Context: an optimization exercise on an open-source flow, tuned for small area, a short achievable clock period and few clock cycles. The choices shown serve that exercise and are no tape-out recipe.
No activity file was given, so power comes from the tool's default toggle rates.

==> inputs of v19 <==
==> flow/design.v <==
module dec_classify (
    input  wire [16:0] x1,
    input  wire [16:0] x2,
    input  wire [12:0] op,
    input  wire        sub1,      
    input  wire        sub2,      
    input  wire [11:0] r,
    input  wire        s1,        
    input  wire        s2,        
    output wire [17:0] sum1,      
    output wire        p1_3,
    output wire        p1_h,
    output wire        m2_0,
    output wire        m2_1,
    output wire        m2_2,
    output wire        m2_3,
    output wire        m2_h
);
    wire [18:0] a1 = sub1 ? ({2'b00, x1} - {6'd0, op}) : ({2'b00, x1} + {6'd0, op});
    wire [18:0] a2 = sub2 ? ({2'b00, x2} - {6'd0, op}) : ({2'b00, x2} + {6'd0, op});
    assign sum1 = a1[17:0];
    wire n1 = a1[18];
    wire n2 = a2[18];
    wire [17:0] u1 = a1[17:0];
    wire [17:0] u2 = a2[17:0];
    assign p1_3 = !n1 && ({3'd0, u1[17:3]} >= {6'd0, r});
    assign p1_h = !n1 && (s1 ? ({5'd0, u1[17:5]} >= {6'd0, r}) : ({4'd0, u1[17:4]} >= {6'd0, r}));
    assign m2_0 = !n2;
    assign m2_1 = !n2 && ({1'b0, u2[17:1]} >= {6'd0, r});
    assign m2_2 = !n2 && ({2'd0, u2[17:2]} >= {6'd0, r});
    assign m2_3 = !n2 && ({3'd0, u2[17:3]} >= {6'd0, r});
    assign m2_h = !n2 && (s2 ? ({5'd0, u2[17:5]} >= {6'd0, r}) : ({4'd0, u2[17:4]} >= {6'd0, r}));
endmodule
module irpc_decode (
    input  wire        clk,
    input  wire        rst,         
    input  wire        in_valid,
    input  wire [15:0] in_tick,
    input  wire        in_last,
    output wire        in_ready,
    output reg         out_valid,
    output reg  [2:0]  out_kind,
    output wire [15:0] out_data
);
    localparam [2:0] K_HEAD = 3'd1, K_SYM = 3'd2, K_END = 3'd3,
                     K_REPEAT = 3'd4, K_DONE = 3'd5;
    localparam [2:0] F_UNKNOWN = 3'd0, F_AEHA = 3'd1, F_NEC = 3'd2,
                     F_SONY = 3'd3, F_IRIS = 3'd4;
    localparam [1:0] S_K0 = 2'd0, S_CL = 2'd1, S_BODY = 2'd2;
    localparam [1:0] C_LO = 2'd0, C_CHK = 2'd1, C_HI = 2'd2, C_FIN = 2'd3;
    localparam [1:0] CF_AEHA = 2'd0, CF_NEC = 2'd1, CF_SONY = 2'd2, CF_IRIS = 2'd3;
    reg        rdy;
    assign in_ready = rdy;
    reg        xv, xl;
    reg [15:0] x;
    reg [1:0]  st;
    reg [1:0]  tk_pos;                  
    reg        tk_par;                  
    reg        len2;                    
    reg [1:0]  cf;
    reg [1:0]  cph;
    reg [2:0]  cb;
    reg [10:0] tc;                      
    reg [9:0]  tlo;
    reg        cempty;                  
    reg [2:0]  fam;
    reg [10:0] t2;
    reg [18:0] acc;                     
    reg        nrep;                    
    reg        par;                     
    reg [1:0]  ao;                      
    reg [2:0]  sv;                      
    reg [10:0] nsym;
    reg [10:0] pend;
    reg        owe_end, owe_done;
    reg [13:0] od;                      
    assign out_data = {od[13:11], 2'b00, od[10:0]};
    wire cl = (st == S_CL);
    wire cl_lo   = (cph == C_LO);
    wire cl_iris = (cf == CF_IRIS);
    wire cl_nec  = (cf == CF_NEC);
    wire cl_sony = (cf == CF_SONY);
    wire [16:0] tx1 = cl ? ((cph == C_FIN) ? {7'd0, tlo} : {acc[15:0], 1'b0}) : {x, 1'b0};
    wire [16:0] tx2 = {x, 1'b0};
    wire [12:0] top = cl ? ((cph == C_FIN) ? {2'd0, tc} :
                           (cl_lo && cl_iris) ? ({1'b0, tc, 1'b0} + {tc, 2'b00}) : {1'b0, tc, 1'b0})
                         : {2'd0, t2};
    wire        tsub1 = cl ? ((cph != C_FIN) && (cl_lo || cl_iris)) : 1'b0;
    wire        tsub2 = cl ? (cl_lo || cl_iris) : 1'b1;
    wire [11:0] tr  = cl ? {tc, 1'b0} : {1'b0, t2};
    wire        ts1 = cl ? cl_nec : (fam == F_NEC);
    wire        ts2 = cl ? 1'b0 : (fam == F_NEC);
    wire [17:0] tsum;
    wire p1_3, p1_h, m2_0, m2_1, m2_2, m2_3, m2_h;
    dec_classify u_t (
        .x1(tx1), .x2(tx2), .op(top), .sub1(tsub1), .sub2(tsub2), .r(tr),
        .s1(ts1), .s2(ts2), .sum1(tsum),
        .p1_3(p1_3), .p1_h(p1_h), .m2_0(m2_0), .m2_1(m2_1), .m2_2(m2_2),
        .m2_3(m2_3), .m2_h(m2_h)
    );
    wire t0 = cl_sony ? p1_3 : p1_h;
    wire t1 = (cf == CF_AEHA) ? m2_3 : m2_h;
    wire p_hi  = t0 && (cl_sony || t1);               
    wire q_lo  = t0 || (!cl_sony && t1);              
    wire tc_ok = (tc <= 11'd795);
    reg [10:0] dstep;
    always @(*) begin
        case (cb)
            3'd6:    dstep = 11'd160;
            3'd5:    dstep = 11'd80;
            3'd4:    dstep = 11'd40;
            3'd3:    dstep = 11'd20;
            3'd2:    dstep = 11'd10;
            default: dstep = 11'd5;
        endcase
    end
    wire [10:0] tc_up = tc + dstep;
    wire [10:0] tc_dn = tc - dstep;
    reg [2:0]  hw;         
    reg [10:0] hstep;      
    always @(*) begin
        case (cf)
            CF_NEC:  begin hw = 3'd3; hstep = 11'd40;  end
            CF_SONY: begin hw = 3'd5; hstep = 11'd160; end
            default: begin hw = 3'd4; hstep = 11'd80;  end
        endcase
    end
    wire ge1 = m2_0, ge2 = m2_1, ge3 = m2_2, ge4 = p1_3, ge5 = m2_3;
    wire is1  = ge1 && !ge2;
    wire is3  = ge3 && !ge4;
    wire is4  = ge4 && !ge5;
    wire isH  = p1_h && !m2_h;                        
    wire [1:0] asym = is3 ? 2'd1 : is1 ? 2'd0 : 2'd2;
    wire nec_cmp = (acc >= 19'd216000);
    wire take = in_valid && rdy;
    reg        consume;
    reg        hold_next;
    reg        fin_now;
    reg [1:0]  st_n;
    reg        xv_n;
    wire       bubble = tk_par && fam == F_NEC && !nrep && pend != 11'd0;
    always @(posedge clk) begin
        consume   = 1'b0;
        hold_next = 1'b0;
        fin_now   = 1'b0;
        st_n      = st;
        xv_n      = 1'b0;
        if (rst) begin
            rdy       <= 1'b1;
            xv        <= 1'b0;
            st        <= S_K0;
            tk_pos    <= 2'd0;
            tk_par    <= 1'b0;
            owe_end   <= 1'b0;
            owe_done  <= 1'b0;
            out_valid <= 1'b0;
        end else begin
            out_valid <= 1'b0;
            if (owe_end) begin
                out_valid <= 1'b1;
                out_kind  <= K_END;
                od        <= {3'd0, nsym};
                owe_end   <= 1'b0;
            end else if (owe_done) begin
                out_valid <= 1'b1;
                out_kind  <= K_DONE;
                od        <= (fam == F_SONY) ? 14'd5 : 14'd0;
                owe_done  <= 1'b0;
            end
            case (st)
                S_K0: if (xv) begin
                    consume = 1'b1;
                    acc  <= {3'd0, x};
                    len2 <= !xl;
                    st_n = S_CL;
                    cf   <= xl ? CF_SONY : CF_AEHA;
                    cph  <= C_LO;
                    cb   <= 3'd6;
                    tc   <= 11'd615;
                    cempty <= 1'b0;
                end
                S_CL: if (!len2 || xv) begin
                    case (cph)
                        C_LO: begin
                            if (q_lo && tc >= 11'd795) begin
                                if (cf == CF_IRIS || (!len2 && cf == CF_SONY)) begin
                                    cempty <= 1'b1;
                                    cph    <= C_FIN;
                                end else begin
                                    cf  <= cf + 2'd1;
                                    cb  <= 3'd6;
                                    tc  <= 11'd615;
                                end
                            end else if (cb != 3'd0) begin
                                tc <= q_lo ? tc_up : tc_dn;
                                cb <= cb - 3'd1;
                            end else begin
                                tc  <= q_lo ? tc_up : tc;
                                cph <= C_CHK;
                            end
                        end
                        C_CHK: begin
                            if (tc_ok && p_hi) begin
                                tlo <= tc[9:0];
                                tc  <= tc + hstep;
                                cb  <= hw;
                                cph <= C_HI;
                            end else if (cf == CF_IRIS || (!len2 && cf == CF_SONY)) begin
                                cempty <= 1'b1;
                                cph    <= C_FIN;
                            end else begin
                                cf  <= cf + 2'd1;
                                cb  <= 3'd6;
                                tc  <= 11'd615;
                                cph <= C_LO;
                            end
                        end
                        C_HI: begin
                            if (cb != 3'd0) begin
                                tc <= (tc_ok && p_hi) ? tc_up : tc_dn;
                                cb <= cb - 3'd1;
                            end else begin
                                tc  <= (tc_ok && p_hi) ? tc : tc_dn;
                                cph <= C_FIN;
                            end
                        end
                        default: if (!owe_end && !owe_done) begin  
                            fin_now = 1'b1;
                            consume = len2;
                            if (cempty) begin
                                fam <= F_UNKNOWN;
                                t2  <= 11'd0;
                            end else begin
                                fam <= {1'b0, cf} + 3'd1;
                                t2  <= tsum[10:0];
                            end
                            out_valid <= 1'b1;
                            if (!cempty && cf == CF_SONY) begin
                                if (!len2 || xl) begin
                                    out_kind <= K_DONE;
                                    od       <= 14'd5;
                                end else
                                    out_valid <= 1'b0;
                            end else begin
                                out_kind <= K_HEAD;
                                od       <= cempty ? 14'd0 : {{1'b0, cf} + 3'd1, tsum[10:0]};
                            end
                            acc   <= acc + {3'd0, x};
                            nrep  <= 1'b0;
                            par   <= 1'b0;
                            ao    <= 2'd0;
                            nsym  <= 11'd0;
                            pend  <= 11'd0;
                            if (!len2 || xl) begin
                                st_n = S_K0;
                                if (!cempty && cf == CF_NEC) owe_end <= 1'b1;
                                if (cempty || cf != CF_SONY) owe_done <= 1'b1;
                            end else
                                st_n = S_BODY;
                        end
                    endcase
                end
                default: if (xv) begin  
                    consume = 1'b1;
                    if (fam == F_NEC) begin
                        if (!nrep) begin
                            if (!par) begin
                                if (nec_cmp) begin
                                    out_valid <= 1'b1;
                                    out_kind  <= K_END;
                                    od        <= {3'd0, nsym};
                                    nrep      <= 1'b1;
                                    sv[0]     <= isH;
                                    if (xl) owe_done <= 1'b1;
                                end else begin
                                    sv[0] <= is1;
                                    acc   <= acc + {3'd0, x};
                                    if (xl) begin
                                        owe_end  <= 1'b1;
                                        owe_done <= 1'b1;
                                    end
                                end
                                par <= 1'b1;
                            end else begin
                                if (!(sv[0] && (is1 || is3))) begin
                                    pend <= pend + 11'd1;
                                    acc  <= acc + {3'd0, x};
                                    par  <= 1'b0;
                                    if (xl) begin
                                        owe_end  <= 1'b1;
                                        owe_done <= 1'b1;
                                    end
                                end else if (pend != 11'd0) begin
                                    consume   = 1'b0;
                                    hold_next = (pend != 11'd1);
                                    out_valid <= 1'b1;
                                    out_kind  <= K_SYM;
                                    od        <= 14'd2;
                                    pend      <= pend - 11'd1;
                                    nsym      <= nsym + 11'd1;
                                end else begin
                                    out_valid <= 1'b1;
                                    out_kind  <= K_SYM;
                                    od        <= is1 ? 14'd0 : 14'd1;
                                    nsym      <= nsym + 11'd1;
                                    acc       <= acc + {3'd0, x};
                                    par       <= 1'b0;
                                    if (xl) begin
                                        owe_end  <= 1'b1;
                                        owe_done <= 1'b1;
                                    end
                                end
                            end
                        end else begin
                            if (!par) begin
                                sv[0] <= isH;
                                par   <= 1'b1;
                                if (xl) owe_done <= 1'b1;
                            end else begin
                                if (sv[0] && is4) begin
                                    out_valid <= 1'b1;
                                    out_kind  <= K_REPEAT;
                                    od        <= 14'd0;
                                end
                                par <= 1'b0;
                                if (xl) owe_done <= 1'b1;
                            end
                        end
                    end else if (fam == F_AEHA) begin
                        case (ao)
                            2'd0: begin
                                ao <= 2'd1;
                                if (xl) begin
                                    owe_end  <= (nsym != 11'd0);
                                    owe_done <= 1'b1;
                                end
                            end
                            2'd1: begin
                                if (!ge4) begin
                                    out_valid <= 1'b1;
                                    out_kind  <= K_SYM;
                                    od        <= {12'd0, asym};
                                    nsym      <= nsym + 11'd1;
                                    ao        <= 2'd0;
                                end else
                                    ao <= 2'd2;
                                if (xl) begin
                                    owe_end  <= (nsym != 11'd0) || !ge4;
                                    owe_done <= 1'b1;
                                end
                            end
                            2'd2: begin
                                sv <= ge4 ? {1'b1, 1'b0, isH} : {1'b0, asym};
                                ao <= 2'd3;
                                if (xl) begin
                                    if (!ge4) begin
                                        out_valid <= 1'b1;
                                        out_kind  <= K_SYM;
                                        od        <= {12'd0, asym};
                                        nsym      <= nsym + 11'd1;
                                    end
                                    owe_end  <= (nsym != 11'd0) || !ge4;
                                    owe_done <= 1'b1;
                                end
                            end
                            default: begin  
                                if (sv[2] && sv[0] && is4) begin
                                    out_valid <= 1'b1;
                                    out_kind  <= K_END;
                                    od        <= {3'd0, nsym};
                                    nsym      <= 11'd0;
                                    ao        <= 2'd0;
                                    if (xl) owe_done <= 1'b1;
                                end else if (!sv[2]) begin
                                    out_valid <= 1'b1;
                                    out_kind  <= K_SYM;
                                    od        <= {12'd0, sv[1:0]};
                                    nsym      <= nsym + 11'd1;
                                    ao        <= 2'd1;
                                    if (xl) begin
                                        owe_end  <= 1'b1;
                                        owe_done <= 1'b1;
                                    end
                                end else begin
                                    sv <= ge4 ? {1'b1, 1'b0, isH} : {1'b0, asym};
                                    ao <= 2'd3;
                                    if (xl) begin
                                        if (!ge4) begin
                                            out_valid <= 1'b1;
                                            out_kind  <= K_SYM;
                                            od        <= {12'd0, asym};
                                            nsym      <= nsym + 11'd1;
                                        end
                                        owe_end  <= (nsym != 11'd0) || !ge4;
                                        owe_done <= 1'b1;
                                    end
                                end
                            end
                        endcase
                    end else begin
                        if (xl) owe_done <= 1'b1;
                    end
                    if (xl && consume) st_n = S_K0;
                end
            endcase
            if (take) begin
                x  <= in_tick;
                xl <= in_last;
                xv <= 1'b1;
            end else if (consume)
                xv <= 1'b0;
            if (take) begin
                case (tk_pos)
                    2'd0: tk_pos <= in_last ? 2'd0 : 2'd1;
                    2'd1: begin
                        tk_pos <= in_last ? 2'd0 : 2'd2;
                        tk_par <= 1'b0;
                    end
                    default: begin
                        tk_pos <= in_last ? 2'd0 : 2'd2;
                        tk_par <= !tk_par;
                    end
                endcase
            end
            st   <= st_n;
            xv_n = take || (xv && !consume);
            rdy  <= !(xv_n && ((st_n == S_CL) || (take && tk_pos == 2'd2 && bubble) ||
                               (!take && hold_next)));
        end
    end
endmodule
==> flow/run.sh <==
#!/bin/bash
# synth_recipe.tcl (not shown) runs the flow's synth.tcl, then flattens the netlist and writes it again
# the make line also repeats each setting of config.mk as NAME=value (left out here)
make -C /OpenROAD-flow-scripts/flow DESIGN_CONFIG=/design/flow/config.mk WORK_HOME=/design/flow/orfs CLKGATE_MAP_FILE= SYNTH_SCRIPT=/design/flow/synth_recipe.tcl finish
==> flow/config.mk <==
export PLATFORM = sky130hd
export DESIGN_NAME = irpc_decode
export DESIGN_NICKNAME = irpc_decode
export VERILOG_FILES = /design/flow/design.v
export SDC_FILE = /design/flow/constraint.sdc
export NUM_CORES = 4
export LEC_CHECK = 0
export CAP_MARGIN = 20
export CORE_MARGIN = 2
export CORE_UTILIZATION = 40
export SLEW_MARGIN = 20
==> flow/constraint.sdc <==
create_clock -name core_clock -period 8.0 [get_ports {clk}]
set_input_delay 1.6000 -clock core_clock [delete_from_list [all_inputs] [get_ports {clk}]]
set_output_delay 1.6000 -clock core_clock [all_outputs]
set_load 0.01 [all_outputs]
==> v14: changes against v19 <==
--- a/flow/design.v
+++ b/flow/design.v
@@ -6,3 +6,3 @@
     input  wire        sub2,      
-    input  wire [11:0] r,
+    input  wire [10:0] r,
     input  wire        s1,        
@@ -18,4 +18,6 @@
 );
-    wire [18:0] a1 = sub1 ? ({2'b00, x1} - {6'd0, op}) : ({2'b00, x1} + {6'd0, op});
-    wire [18:0] a2 = sub2 ? ({2'b00, x2} - {6'd0, op}) : ({2'b00, x2} + {6'd0, op});
+    wire [19:0] w1 = {2'b00, x1, 1'b1} + {({6'd0, op} ^ {19{sub1}}), sub1};
+    wire [19:0] w2 = {2'b00, x2, 1'b1} + {({6'd0, op} ^ {19{sub2}}), sub2};
+    wire [18:0] a1 = w1[19:1];
+    wire [18:0] a2 = w2[19:1];
     assign sum1 = a1[17:0];
@@ -23,11 +25,11 @@
     wire n2 = a2[18];
-    wire [17:0] u1 = a1[17:0];
-    wire [17:0] u2 = a2[17:0];
-    assign p1_3 = !n1 && ({3'd0, u1[17:3]} >= {6'd0, r});
-    assign p1_h = !n1 && (s1 ? ({5'd0, u1[17:5]} >= {6'd0, r}) : ({4'd0, u1[17:4]} >= {6'd0, r}));
+    wire [13:0] h1 = s1 ? {1'b0, a1[17:5]} : a1[17:4];
+    wire [13:0] h2 = s2 ? {1'b0, a2[17:5]} : a2[17:4];
+    assign p1_3 = !n1 && (a1[17:3] >= {4'd0, r});
+    assign p1_h = !n1 && (h1 >= {3'd0, r});
     assign m2_0 = !n2;
-    assign m2_1 = !n2 && ({1'b0, u2[17:1]} >= {6'd0, r});
-    assign m2_2 = !n2 && ({2'd0, u2[17:2]} >= {6'd0, r});
-    assign m2_3 = !n2 && ({3'd0, u2[17:3]} >= {6'd0, r});
-    assign m2_h = !n2 && (s2 ? ({5'd0, u2[17:5]} >= {6'd0, r}) : ({4'd0, u2[17:4]} >= {6'd0, r}));
+    assign m2_1 = !n2 && (a2[17:1] >= {6'd0, r});
+    assign m2_2 = !n2 && (a2[17:2] >= {5'd0, r});
+    assign m2_3 = !n2 && (a2[17:3] >= {4'd0, r});
+    assign m2_h = !n2 && (h2 >= {3'd0, r});
 endmodule
@@ -63,6 +65,5 @@
     reg [10:0] tc;                      
-    reg [9:0]  tlo;
+    reg [10:0] tlo;                     
     reg        cempty;                  
     reg [2:0]  fam;
-    reg [10:0] t2;
     reg [18:0] acc;                     
@@ -73,3 +74,2 @@
     reg [10:0] nsym;
-    reg [10:0] pend;
     reg        owe_end, owe_done;
@@ -82,10 +82,11 @@
     wire cl_sony = (cf == CF_SONY);
-    wire [16:0] tx1 = cl ? ((cph == C_FIN) ? {7'd0, tlo} : {acc[15:0], 1'b0}) : {x, 1'b0};
+    wire [16:0] tx1 = cl ? ((cph == C_FIN) ? {7'd0, tlo[9:0]} : {acc[15:0], 1'b0}) : {x, 1'b0};
     wire [16:0] tx2 = {x, 1'b0};
     wire [12:0] top = cl ? ((cph == C_FIN) ? {2'd0, tc} :
-                           (cl_lo && cl_iris) ? ({1'b0, tc, 1'b0} + {tc, 2'b00}) : {1'b0, tc, 1'b0})
-                         : {2'd0, t2};
+                           (cl_lo && cl_iris) ? ({2'b0, tc[9:0], 1'b0} + {1'b0, tc[9:0], 2'b00}) :
+                           {2'b0, tc[9:0], 1'b0})
+                         : {2'd0, tc};
     wire        tsub1 = cl ? ((cph != C_FIN) && (cl_lo || cl_iris)) : 1'b0;
     wire        tsub2 = cl ? (cl_lo || cl_iris) : 1'b1;
-    wire [11:0] tr  = cl ? {tc, 1'b0} : {1'b0, t2};
+    wire [10:0] tr  = cl ? {tc[9:0], 1'b0} : tc;
     wire        ts1 = cl ? cl_nec : (fam == F_NEC);
@@ -105,24 +106,26 @@
     wire tc_ok = (tc <= 11'd795);
-    reg [10:0] dstep;
+    reg [2:0]  hw;         
+    reg [7:0]  hstep;      
     always @(*) begin
-        case (cb)
-            3'd6:    dstep = 11'd160;
-            3'd5:    dstep = 11'd80;
-            3'd4:    dstep = 11'd40;
-            3'd3:    dstep = 11'd20;
-            3'd2:    dstep = 11'd10;
-            default: dstep = 11'd5;
+        case (cf)
+            CF_NEC:  begin hw = 3'd3; hstep = 8'd40;  end
+            CF_SONY: begin hw = 3'd5; hstep = 8'd160; end
+            default: begin hw = 3'd4; hstep = 8'd80;  end
         endcase
     end
-    wire [10:0] tc_up = tc + dstep;
-    wire [10:0] tc_dn = tc - dstep;
-    reg [2:0]  hw;         
-    reg [10:0] hstep;      
+    reg [7:0] dstep;
     always @(*) begin
-        case (cf)
-            CF_NEC:  begin hw = 3'd3; hstep = 11'd40;  end
-            CF_SONY: begin hw = 3'd5; hstep = 11'd160; end
-            default: begin hw = 3'd4; hstep = 11'd80;  end
+        if (cph == C_CHK)
+            dstep = hstep;
+        else case (cb)
+            3'd6:    dstep = 8'd160;
+            3'd5:    dstep = 8'd80;
+            3'd4:    dstep = 8'd40;
+            3'd3:    dstep = 8'd20;
+            3'd2:    dstep = 8'd10;
+            default: dstep = 8'd5;
         endcase
     end
+    wire [10:0] tc_up = tc + {3'd0, dstep};
+    wire [10:0] tc_dn = tc - {3'd0, dstep};
     wire ge1 = m2_0, ge2 = m2_1, ge3 = m2_2, ge4 = p1_3, ge5 = m2_3;
@@ -134,2 +137,4 @@
     wire nec_cmp = (acc >= 19'd216000);
+    wire        pend_dec = par && sv[0] && (is1 || is3);
+    wire [10:0] pend_nx  = tlo + {{10{pend_dec}}, 1'b1};
     wire take = in_valid && rdy;
@@ -140,3 +145,3 @@
     reg        xv_n;
-    wire       bubble = tk_par && fam == F_NEC && !nrep && pend != 11'd0;
+    wire       bubble = tk_par && fam == F_NEC && !nrep && tlo != 11'd0;
     always @(posedge clk) begin
@@ -203,4 +208,4 @@
                             if (tc_ok && p_hi) begin
-                                tlo <= tc[9:0];
-                                tc  <= tc + hstep;
+                                tlo <= tc;
+                                tc  <= tc_up;
                                 cb  <= hw;
@@ -231,6 +236,6 @@
                                 fam <= F_UNKNOWN;
-                                t2  <= 11'd0;
+                                tc  <= 11'd0;
                             end else begin
                                 fam <= {1'b0, cf} + 3'd1;
-                                t2  <= tsum[10:0];
+                                tc  <= tsum[10:0];
                             end
@@ -252,3 +257,3 @@
                             nsym  <= 11'd0;
-                            pend  <= 11'd0;
+                            tlo   <= 11'd0;
                             if (!len2 || xl) begin
@@ -285,3 +290,3 @@
                                 if (!(sv[0] && (is1 || is3))) begin
-                                    pend <= pend + 11'd1;
+                                    tlo  <= pend_nx;
                                     acc  <= acc + {3'd0, x};
@@ -292,5 +297,5 @@
                                     end
-                                end else if (pend != 11'd0) begin
+                                end else if (tlo != 11'd0) begin
                                     consume   = 1'b0;
-                                    hold_next = (pend != 11'd1);
+                                    hold_next = (tlo != 11'd1);
                                     out_valid <= 1'b1;
@@ -298,3 +303,3 @@
                                     od        <= 14'd2;
-                                    pend      <= pend - 11'd1;
+                                    tlo       <= pend_nx;
                                     nsym      <= nsym + 11'd1;
@@ -405,7 +410,9 @@
             endcase
-            if (take) begin
+            if (rdy) begin
                 x  <= in_tick;
                 xl <= in_last;
+            end
+            if (take)
                 xv <= 1'b1;
-            end else if (consume)
+            else if (consume)
                 xv <= 1'b0;
==> comparison <==
v14 passed the timing, DRC and antenna checks. v19 ran to the end with no violations.
Against v14, the register-to-register slack of v19 is lower by 0.02 ns.
Between v14 and v19, the lower die area is in v14 (gap about 7%, measured against v19).
In v14 the clock skew is lower than in v19, by 0.012 ns.
Against v14, the clock power of v19 is larger by about 1%.
Between v19 and v14, the lower sequential power is in v14 (gap about 17%, measured against v14).
Between v19 and v14, the lower flip-flop and latch count is in v14 (gap 21).
==> figures <==
metric	v14	v19
Result of the run	complete, no violations	complete, no violations
Non-clock inverter count in the final layout	99	122
Post-layout instance count excluding filler cells	2693	2657
Path length in cells of the critical path	42	34
Cell depth of the worst hold path	2	1
Upper clock frequency limit	130 MHz	130 MHz
Cell type with the highest occurrence count on the critical path	a21oi_2	a21oi_1
Psw	1.29 mW	1.18 mW
Die width	202 um	210 um
Total number of clock tree sinks	115	136
Met2 Usage GRT	43.8%	43.5%
Post-Route Utilization	48.0%	45.6%
Vias in the first global route	15800	15700
Simple-Gate Fraction of Synth Area	18.8%	18.7%
No run of this note included a check of the RTL's function; only the layout flow was run.

[separate check: timing with driven ports]
No port has a modelled driver above. Below, the same layouts with a new extraction and two added sets of constraints.
Step 1 (the two cells are an assumption about what drives the block):
set clk [get_ports {clk}]
set_driving_cell -lib_cell sky130_fd_sc_hd__clkbuf_16 $clk
set_driving_cell -lib_cell sky130_fd_sc_hd__buf_2 [delete_from_list [all_inputs] $clk]
Step 2 moves the port delays by t, midway between the first and last clock arrival at a register: inputs arrive t later, outputs are due t later. That takes back most of the time a late clock gives input paths.
Three values: no drivers, after step 1, after step 2; two values: the first two.
run | t, ns | setup WS [ns] | worst setup path at the end
v19 | 0.527 | 0.317 / 0.317 / 0.317 | register to register
v14 | 0.508 | 0.332 / 0.332 / 0.332 | register to register
After both steps setup and hold are still met in every run listed.
